This is an optimization exercise on Yosys and OpenROAD, whose aim is small area, a short achievable clock period and few clock cycles, not a production implementation.
RTL that was checked went through simulation tests only; none was proved equivalent to the original.
Power figures rest on the tool's default switching activity, not on a simulated workload.

Design midi_framer, start of the top module:
module midi_framer (
  input  wire       clk,
  input  wire       rst,         
  input  wire       ev_valid,
  output wire       ev_ready,
  input  wire       ev_idle,     
  input  wire [7:0] ev_byte,
  output wire       wr_valid,
  input  wire       wr_ready,
  output wire [7:0] wr_addr,
  output wire [7:0] wr_data
);
  localparam [1:0] C_OTHER = 2'd0, C_RAW = 2'd1, C_ON = 2'd2, C_OFF = 2'd3;
  localparam [1:0] P_NONE = 2'd0, P_LSB = 2'd1, P_MSB = 2'd2;
  reg  [9:0] tc;
  reg        lf;         
  reg  [6:0] te;
  reg        pn;         
  reg  [6:0] vn0, vn1, vn2;
  reg  [2:0] vk0, vk1, vk2;
  reg  [2:0] due;
  reg        sv;
  reg  [1:0] cls;
  reg        cnt;
  reg  [6:0] fn;
  reg        ir_v;
  reg        iw;         
  reg        ir_idle;
  reg  [7:0] ir_b;
  reg        sr;         
  reg        mp;         
  reg        mo;         
  reg        h_v;
  reg  [6:0] h_a;
  reg  [7:0] h_d;
  reg  [1:0] ph;         
  reg  [1:0] hs;
  reg  [2:0] pm;         
  ...
Settings: LEC_CHECK=0, ABC_AREA=1, CAP_MARGIN=20, CORE_MARGIN=2, CORE_UTILIZATION=40, SLEW_MARGIN=20; clock period 10.0 ns.
standard.sh (not shown) runs the stock make flow with config.mk's settings and CLKGATE_MAP_FILE= SYNTH_SCRIPT=/design/flow/synth_recipe.tcl, a recipe that flattens the netlist after the stock synthesis.
==> flow/flow/run.sh <==
#!/bin/bash
# Layout: the standard ORFS flow, with repair_timing aiming for extra setup slack
# and plain buffers on the ports (still one buffer per port, as the standard flow).
set -euo pipefail
bash standard.sh \
  SETUP_SLACK_MARGIN=7 \
  TNS_END_PERCENT=100 \
  MATCH_CELL_FOOTPRINT=0 \
  "BUFFER_PORTS_ARGS=-buffer_cell sky130_fd_sc_hd__buf_4" \
  finish > flow_make.log 2>&1
The first run completed without violations.
Edit:
Settings changed: CTS_BUF_LIST set to sky130_fd_sc_hd__clkbuf_8, CTS_CLUSTER_SIZE set to 40.
What happened: Flip-flop and latch count is unchanged. Setup slack is worse by 14 ps. Synthesized area stays the same. Maximum frequency drops slightly.
No functional check of the RTL was part of any run of this note.

Another version of the RTL of midi_framer (not shown whole).
Size: about 780 cells after synthesis, about 0.0067 mm² of cells after synthesis.
export LEC_CHECK = 0
export CAP_MARGIN = 20
export CORE_MARGIN = 2
export CORE_UTILIZATION = 40
export SLEW_MARGIN = 20
create_clock -name core_clock -period 10.0 [get_ports {clk}]
Scripts as last shown in full above: flow/flow/run.sh
The baseline finished clean.
Testbench counts at the start, summed over its fixed seeds: cycles 233,265.
Then changed:
--- a/flow/flow/run.sh
+++ b/flow/flow/run.sh
@@ -6 +6 @@
-  SETUP_SLACK_MARGIN=7 \
+  SETUP_SLACK_MARGIN=7.5 \
=> Power goes up by 5.0%; wire length goes up by 16%; flip-flop and latch count is unchanged; combinational power goes up by 16%; via count goes up by 9.9%; setup slack improved by 49 ps; first-iteration DRC count goes up by 27%; area after synthesis stays the same; design area goes up by 16%.

== run A ==
Another version of the RTL of midi_framer (not shown whole).
Size: about 610 cells after synthesis, roughly 31 I/O pins, roughly 5400 µm² of cells after synthesis.
==> flow/config.mk <==
export PLATFORM = sky130hd
export DESIGN_NAME = midi_framer
export DESIGN_NICKNAME = midi_framer
export VERILOG_FILES = /design/flow/design.v
export SDC_FILE = /design/flow/constraint.sdc
export NUM_CORES = 4
export LEC_CHECK = 0
export CAP_MARGIN = 20
export CORE_MARGIN = 2
export CORE_UTILIZATION = 40
export SLEW_MARGIN = 20
==> flow/constraint.sdc <==
create_clock -name core_clock -period 10.0 [get_ports {clk}]
set_input_delay 2.0000 -clock core_clock [delete_from_list [all_inputs] [get_ports {clk}]]
set_output_delay 2.0000 -clock core_clock [all_outputs]
set_load 0.01 [all_outputs]
==> flow/flow/run.sh <==
#!/bin/bash
# Layout: the standard ORFS flow (standard.sh), with two changes:
#  1. after the standard synthesis, the combinational logic is mapped again by Yosys's
#     default ABC script (flip-flops, their names and cell types are kept as they are);
#  2. repair_timing aims for extra setup slack, and the ports get plain buffers (still
#     one buffer per port, as in the standard flow).
set -euo pipefail
KNOBS=(SETUP_SLACK_MARGIN=7.3 TNS_END_PERCENT=100 MATCH_CELL_FOOTPRINT=0
       "BUFFER_PORTS_ARGS=-buffer_cell sky130_fd_sc_hd__buf_4")
RES=orfs/results/${FLOW_PLATFORM}/midi_framer/base
bash standard.sh "${KNOBS[@]}" synth > flow_synth.log 2>&1
cp $RES/1_2_yosys.v $RES/1_2_yosys_standard.v
LIB=$FLOW_HOME/platforms/${FLOW_PLATFORM}/lib/sky130_fd_sc_hd__tt_025C_1v80.lib
DONT_USE=""
for c in $(grep -o 'sky130_fd_sc_hd__\(probe\|probec\|lpflow\)[a-z0-9_]*' $FLOW_HOME/platforms/${FLOW_PLATFORM}/config.mk); do
  DONT_USE="$DONT_USE -dont_use $c"
done
cat > remap.ys <<EOY
read_liberty -ignore_miss_func $LIB
read_verilog $RES/1_2_yosys_standard.v
hierarchy -top $FLOW_TOP
setattr -mod -set keep_hierarchy 1 sky130_fd_sc_hd__dfxtp_* sky130_fd_sc_hd__edfxtp_* sky130_fd_sc_hd__dfrtp_* sky130_fd_sc_hd__conb_1
flatten
opt_clean -purge
abc -liberty $LIB $DONT_USE
opt_clean -purge
hilomap -singleton -hicell sky130_fd_sc_hd__conb_1 HI -locell sky130_fd_sc_hd__conb_1 LO
opt_clean -purge
select $FLOW_TOP
tee -o remap_stat.txt stat -liberty $LIB
write_verilog -noattr -nohex -nodec -selected $RES/1_2_yosys.v
EOY
yosys -s remap.ys > flow_remap.log 2>&1
rm -f $RES/1_synth.odb $RES/1_synth.sdc
bash standard.sh "${KNOBS[@]}" finish > flow_layout.log 2>&1
Testbench counts of run A, summed over its fixed seeds: cycles 233,299.
Input changes introduced in run B (baseline for comparison: run A):
- setting ABC_AREA to 1 for the first time
- setting CTS_CLUSTER_SIZE to 40 for the first time
- setting CTS_BUF_LIST to sky130_fd_sc_hd__clkbuf_8 for the first time
==> flow/flow/run.sh <==
#!/bin/bash
# Layout: the standard ORFS flow, with repair_timing aiming for extra setup slack
# and plain buffers on the ports (still one buffer per port, as the standard flow).
set -euo pipefail
bash standard.sh \
  SETUP_SLACK_MARGIN=7 \
  TNS_END_PERCENT=100 \
  MATCH_CELL_FOOTPRINT=0 \
  "BUFFER_PORTS_ARGS=-buffer_cell sky130_fd_sc_hd__buf_4" \
  finish > flow_make.log 2>&1
## What came out
- Origin of the worst setup path: h_a[1] -> run A, mo -> run B
- | length of routed met3 wiring | run B vs run A | 10% lower |
- Diff run A -> run B: multi-input gate area in the final layout increased by 0.72% relative to the old numbers; biggest fanout along the worst timing path increased by 6 relative to the old numbers; met1 wire length increased by 720 µm relative to the old numbers; synthesized cell count increased by 49% relative to the old numbers.
- Compared with run A, run B shows full die area that has gone up by more than 10%.
- Taking run A as the reference point, the initial standard-cell utilization of the core of run B rises by 0.47 points.
- Taking run B as 1.0, run A lands at 2.0 on non-clock buffer count.
- Sort run A and run B by final critical delay including setup and external delays, descending, and run A comes first.
> inputs changed (run B -> run C)
- removing CTS_CLUSTER_SIZE (formerly 40)
- removing CTS_BUF_LIST (formerly sky130_fd_sc_hd__clkbuf_8)
- removing ABC_AREA (formerly 1)
==> flow/flow/run.sh <==
#!/bin/bash
# Layout: the standard ORFS flow (standard.sh), with two changes:
#  1. after the standard synthesis, the combinational logic is mapped again by Yosys's
#     default ABC script (flip-flops, their names and cell types are kept as they are);
#  2. repair_timing aims for extra setup slack, and the ports get plain buffers (still
#     one buffer per port, as in the standard flow).
set -euo pipefail
KNOBS=(SETUP_SLACK_MARGIN=6.8 TNS_END_PERCENT=100 MATCH_CELL_FOOTPRINT=0
       "BUFFER_PORTS_ARGS=-buffer_cell sky130_fd_sc_hd__buf_4")
RES=orfs/results/${FLOW_PLATFORM}/midi_framer/base
bash standard.sh "${KNOBS[@]}" synth > flow_synth.log 2>&1
cp $RES/1_2_yosys.v $RES/1_2_yosys_standard.v
LIB=$FLOW_HOME/platforms/${FLOW_PLATFORM}/lib/sky130_fd_sc_hd__tt_025C_1v80.lib
DONT_USE=""
for c in $(grep -o 'sky130_fd_sc_hd__\(probe\|probec\|lpflow\)[a-z0-9_]*' $FLOW_HOME/platforms/${FLOW_PLATFORM}/config.mk); do
  DONT_USE="$DONT_USE -dont_use $c"
done
cat > remap.ys <<EOY
read_liberty -ignore_miss_func $LIB
read_verilog $RES/1_2_yosys_standard.v
hierarchy -top $FLOW_TOP
setattr -mod -set keep_hierarchy 1 sky130_fd_sc_hd__dfxtp_* sky130_fd_sc_hd__edfxtp_* sky130_fd_sc_hd__dfrtp_* sky130_fd_sc_hd__conb_1
flatten
opt_clean -purge
abc -liberty $LIB $DONT_USE
opt_clean -purge
hilomap -singleton -hicell sky130_fd_sc_hd__conb_1 HI -locell sky130_fd_sc_hd__conb_1 LO
opt_clean -purge
select $FLOW_TOP
tee -o remap_stat.txt stat -liberty $LIB
write_verilog -noattr -nohex -nodec -selected $RES/1_2_yosys.v
EOY
yosys -s remap.ys > flow_remap.log 2>&1
rm -f $RES/1_synth.odb $RES/1_synth.sdc
bash standard.sh "${KNOBS[@]}" finish > flow_layout.log 2>&1
==> notes.md <==
Changes observed in run C relative to run B: relative area of non-clock buffer cells in the final design +0.57 points, routability congestion estimate from global placement +about 5.4%, largest fanout of any net on the critical path has decreased.
Compared to run B, run C shows a narrower setup margin.
[compare] base=run B new=run C: combined area of all synthesized cells dropped about 15%, number of non-clock buffers climbed 14%, power climbed 12%.
Between run C and run B, it is run C whose average wire per standard cell is higher, by about 21%.
Looking at capture point of the critical path, the ev_ready result is from run C; the wr_data[2] one comes from run B.
#### Input delta (run D over run C)
diff --git a/flow/flow/run.sh b/flow/flow/run.sh
--- a/flow/flow/run.sh
+++ b/flow/flow/run.sh
@@ -8 +8 @@
-KNOBS=(SETUP_SLACK_MARGIN=6.8 TNS_END_PERCENT=100 MATCH_CELL_FOOTPRINT=0
+KNOBS=(SETUP_SLACK_MARGIN=7 TNS_END_PERCENT=100 MATCH_CELL_FOOTPRINT=0
Run D | stages: all done | timing, DRC, antenna: all pass. On maximum frequency, run C and run D are neck and neck. Run C has lower global routing usage on met1 than run D. Total number of nets in the final design was higher in the run labelled run D. In run D, total of plain and repair buffers excluding clock buffers is higher than in run C. Hold slack on run D is down relative to run C. When run D is set beside run C, its sequential portion of the cell area turns out to be 0.87 points smaller. Against run C, run D reports a first-iteration DRC count that is higher. Run C → run D: post-CTS repair timing setup buffer count now larger, via count of the first global-routing pass moved up.

== main ==
Another version of the RTL of midi_framer (not shown whole).
Size in the first run: about 31 I/O pins, about 6400 µm² of cells after synthesis.
Design midi_framer, start of the top module:
module midi_framer (
  input  wire       clk,
  input  wire       rst,         
  input  wire       ev_valid,
  output wire       ev_ready,
  input  wire       ev_idle,     
  input  wire [7:0] ev_byte,
  output wire       wr_valid,
  input  wire       wr_ready,
  output wire [7:0] wr_addr,
  output wire [7:0] wr_data
);
Settings: LEC_CHECK=0, ABC_AREA=1, CAP_MARGIN=20, CORE_MARGIN=2, CORE_UTILIZATION=40, SLEW_MARGIN=20; clock period 10.0 ns.
==> flow/flow/run.sh <==
#!/bin/bash
# Layout: the standard ORFS flow, with repair_timing aiming for extra setup slack
# and plain buffers on the ports (still one buffer per port, as the standard flow).
set -euo pipefail
bash standard.sh \
  SETUP_SLACK_MARGIN=7 \
  TNS_END_PERCENT=100 \
  MATCH_CELL_FOOTPRINT=0 \
  "BUFFER_PORTS_ARGS=-buffer_cell sky130_fd_sc_hd__buf_4" \
  finish > flow_make.log 2>&1
main: flow completed, timing, DRC and antenna clean
Modified inputs, the feature branch compared to main
-- flow/flow/run.sh --
<<< main, line 6
  SETUP_SLACK_MARGIN=7 \
>>> the feature branch, line 6
  SETUP_SLACK_MARGIN=6.5 \
-- flow/config.mk --
<<< main, line 8
export ABC_AREA = 1
>>> the feature branch, line 8
- Per the comparison of the feature branch with main, worst path setup slack after routing lost 0.17 ns; wire length after detailed routing saw an increase; multi-input combinational gate total moved down; switching power as a share of total power +0.57 points.
Function was not checked in any run of this note: the RTL went through the layout flow alone.

Another version of the RTL of midi_framer (not shown whole).
Size: ~31 I/O pins, roughly 5400 µm² of cells after synthesis.
// midi_framer
module midi_framer (
  input  wire       clk,
  input  wire       rst,         
  input  wire       ev_valid,
  output wire       ev_ready,
  input  wire       ev_idle,     
  input  wire [7:0] ev_byte,
  output wire       wr_valid,
  input  wire       wr_ready,
  output wire [7:0] wr_addr,
  output wire [7:0] wr_data
);
export LEC_CHECK = 0
export CAP_MARGIN = 20
export CORE_MARGIN = 2
export CORE_UTILIZATION = 40
export CTS_BUF_LIST = sky130_fd_sc_hd__clkbuf_8
export SLEW_MARGIN = 20
create_clock -name core_clock -period 10.0 [get_ports {clk}]
==> flow/flow/run.sh <==
#!/bin/bash
# Layout: the standard ORFS flow (standard.sh), with two changes:
#  1. after the standard synthesis, the combinational logic is mapped again by Yosys's
#     default ABC script (flip-flops, their names and cell types are kept as they are);
#  2. repair_timing aims for extra setup slack, and the ports get plain buffers (still
#     one buffer per port, as in the standard flow).
set -euo pipefail
KNOBS=(SETUP_SLACK_MARGIN=7 TNS_END_PERCENT=100 MATCH_CELL_FOOTPRINT=0
       "BUFFER_PORTS_ARGS=-buffer_cell sky130_fd_sc_hd__buf_2")
RES=orfs/results/${FLOW_PLATFORM}/midi_framer/base
bash standard.sh "${KNOBS[@]}" synth > flow_synth.log 2>&1
cp $RES/1_2_yosys.v $RES/1_2_yosys_standard.v
LIB=$FLOW_HOME/platforms/${FLOW_PLATFORM}/lib/sky130_fd_sc_hd__tt_025C_1v80.lib
DONT_USE=""
for c in $(grep -o 'sky130_fd_sc_hd__\(probe\|probec\|lpflow\)[a-z0-9_]*' $FLOW_HOME/platforms/${FLOW_PLATFORM}/config.mk); do
  DONT_USE="$DONT_USE -dont_use $c"
done
cat > remap.ys <<EOY
read_liberty -ignore_miss_func $LIB
read_verilog $RES/1_2_yosys_standard.v
hierarchy -top $FLOW_TOP
setattr -mod -set keep_hierarchy 1 sky130_fd_sc_hd__dfxtp_* sky130_fd_sc_hd__edfxtp_* sky130_fd_sc_hd__dfrtp_* sky130_fd_sc_hd__conb_1
flatten
opt_clean -purge
abc -liberty $LIB $DONT_USE
opt_clean -purge
hilomap -singleton -hicell sky130_fd_sc_hd__conb_1 HI -locell sky130_fd_sc_hd__conb_1 LO
opt_clean -purge
select $FLOW_TOP
tee -o remap_stat.txt stat -liberty $LIB
write_verilog -noattr -nohex -nodec -selected $RES/1_2_yosys.v
EOY
yosys -s remap.ys > flow_remap.log 2>&1
rm -f $RES/1_synth.odb $RES/1_synth.sdc
bash standard.sh "${KNOBS[@]}" finish > flow_layout.log 2>&1
Testbench counts at the start, summed over its fixed seeds: cycles 233,847.
Rerun with:
--- a/flow/flow/run.sh
+++ b/flow/flow/run.sh
@@ -8 +8 @@
-KNOBS=(SETUP_SLACK_MARGIN=7 TNS_END_PERCENT=100 MATCH_CELL_FOOTPRINT=0
+KNOBS=(SETUP_SLACK_MARGIN=6.8 TNS_END_PERCENT=100 MATCH_CELL_FOOTPRINT=0
--- a/flow/config.mk
+++ b/flow/config.mk
@@ -10 +10 @@
-export CORE_UTILIZATION = 40
+export CORE_UTILIZATION = 60
After rerunning: The new run completed without violations; core utilization is higher by 23 points; worst hold slack degrades by 0.0032 ns; routed wire length is lower by about 5.3%.
Rerun with:
--- a/flow/config.mk
+++ b/flow/config.mk
@@ -10 +10 @@
-export CORE_UTILIZATION = 60
+export CORE_UTILIZATION = 40
=>
- register-to-register slack gets better by 0.11 ns
- critical path depth does not change
- clock skew goes down by 0.0080 ns
- via count is lower by 2.6%
- power came out higher by 6.6%
- core utilization went down by 23 points
- clock power rises by 18%

the previous run:
RTL: one of the versions met above, not the one the previous note started from.
Size in the first run: ~100 flip-flops, about 31 I/O pins, ~0.0064 sq mm of cells after synthesis.
export LEC_CHECK = 0
export ABC_AREA = 1
export CAP_MARGIN = 20
export CORE_MARGIN = 2
export CORE_UTILIZATION = 40
export CTS_BUF_LIST = sky130_fd_sc_hd__clkbuf_8
export CTS_CLUSTER_SIZE = 40
export SLEW_MARGIN = 20
create_clock -name core_clock -period 10.0 [get_ports {clk}]
==> flow/flow/run.sh <==
#!/bin/bash
# Layout: the standard ORFS flow, with repair_timing aiming for extra setup slack
# and plain buffers on the ports (still one buffer per port, as the standard flow).
set -euo pipefail
bash standard.sh \
  SETUP_SLACK_MARGIN=7 \
  TNS_END_PERCENT=100 \
  MATCH_CELL_FOOTPRINT=0 \
  "BUFFER_PORTS_ARGS=-buffer_cell sky130_fd_sc_hd__buf_4" \
  finish > flow_make.log 2>&1
The previous run: flow completed, timing, DRC and antenna clean
#### Input delta (the current run over the previous run)
- CTS_CLUSTER_SIZE removed (was 40)
- CTS_BUF_LIST removed (was sky130_fd_sc_hd__clkbuf_8)
- ABC_AREA removed (was 1)
Results
The synthesized-area fraction occupied by xor and xnor cells in the current run sits 2.9 points above the value recorded for the previous run. The current run vs. the previous run: worst supply voltage drop on vdd decreased by about 2.1% relative to the old numbers; routed via count divided by cell count +15%.
No run of this note included a check of the RTL's function; only the layout flow was run.

==> afterwards: timing with drivers on the ports <==
In the flow no input, the clock included, has a driving cell. The finished layouts below were timed again as built, in two steps.
Step 1 (the two cells are an assumption about what drives the block):
set clk [get_ports {clk}]
set_driving_cell -lib_cell sky130_fd_sc_hd__clkbuf_16 $clk
set_driving_cell -lib_cell sky130_fd_sc_hd__buf_2 [delete_from_list [all_inputs] $clk]
Step 2, shift: input delay + t, output delay - t, t = (earliest + latest rising clock arrival at the registers) / 2. This alone moves slack from input paths to output paths.
Slacks: no drivers / after step 1 / after step 2; pairs: no drivers / after step 1.
run	shift t [ns]	setup WS [ns]	worst setup path after step 2	latest minus earliest clock arrival (ns)	worst data-port slew with drivers (ns)
the first run of note 1	0.391	6.793 / 6.753 / 6.731	input to register	0.010 / 0.010	0.05
the second run of note 1	0.410	6.780 / 6.744 / 6.730	input to register	0.016 / 0.016	0.05
the first run of note 2	0.389	6.813 / 6.767 / 6.555	input to register	0.008 / 0.008	0.04
the second run of note 2	0.399	6.862 / 6.816 / 6.624	input to register	0.009 / 0.009	0.06
run A	0.389	6.862 / 6.823 / 6.590	input to register	0.012 / 0.012	0.06
run B	0.415	6.867 / 6.831 / 6.743	input to register	0.010 / 0.009	0.04
run C	0.392	6.798 / 6.755 / 6.463	input to register	0.004 / 0.005	0.04
run D	0.387	6.802 / 6.759 / 6.468	input to register	0.012 / 0.012	0.06
main	0.395	6.831 / 6.788 / 6.769	input to register	0.009 / 0.009	0.03
the feature branch	0.386	6.664 / 6.664 / 6.334	input to register	0.008 / 0.007	0.04
the first run of note 5	0.398	6.737 / 6.701 / 6.676	input to register	0.015 / 0.015	0.04
the second run of note 5	0.400	6.777 / 6.743 / 6.429	input to register	0.014 / 0.014	0.03
the third run of note 5	0.399	6.747 / 6.711 / 6.633	input to register	0.005 / 0.006	0.04
the previous run	0.421	6.795 / 6.757 / 6.787	input to register	0.015 / 0.015	0.03
the current run	0.379	6.748 / 6.709 / 6.713	input to register	0.008 / 0.008	0.05
After both steps setup and hold are still met in every run listed. The setup slack of the second run of note 5, which loses most, moves by -0.034 ns with the drivers and by -0.348 ns with both steps.
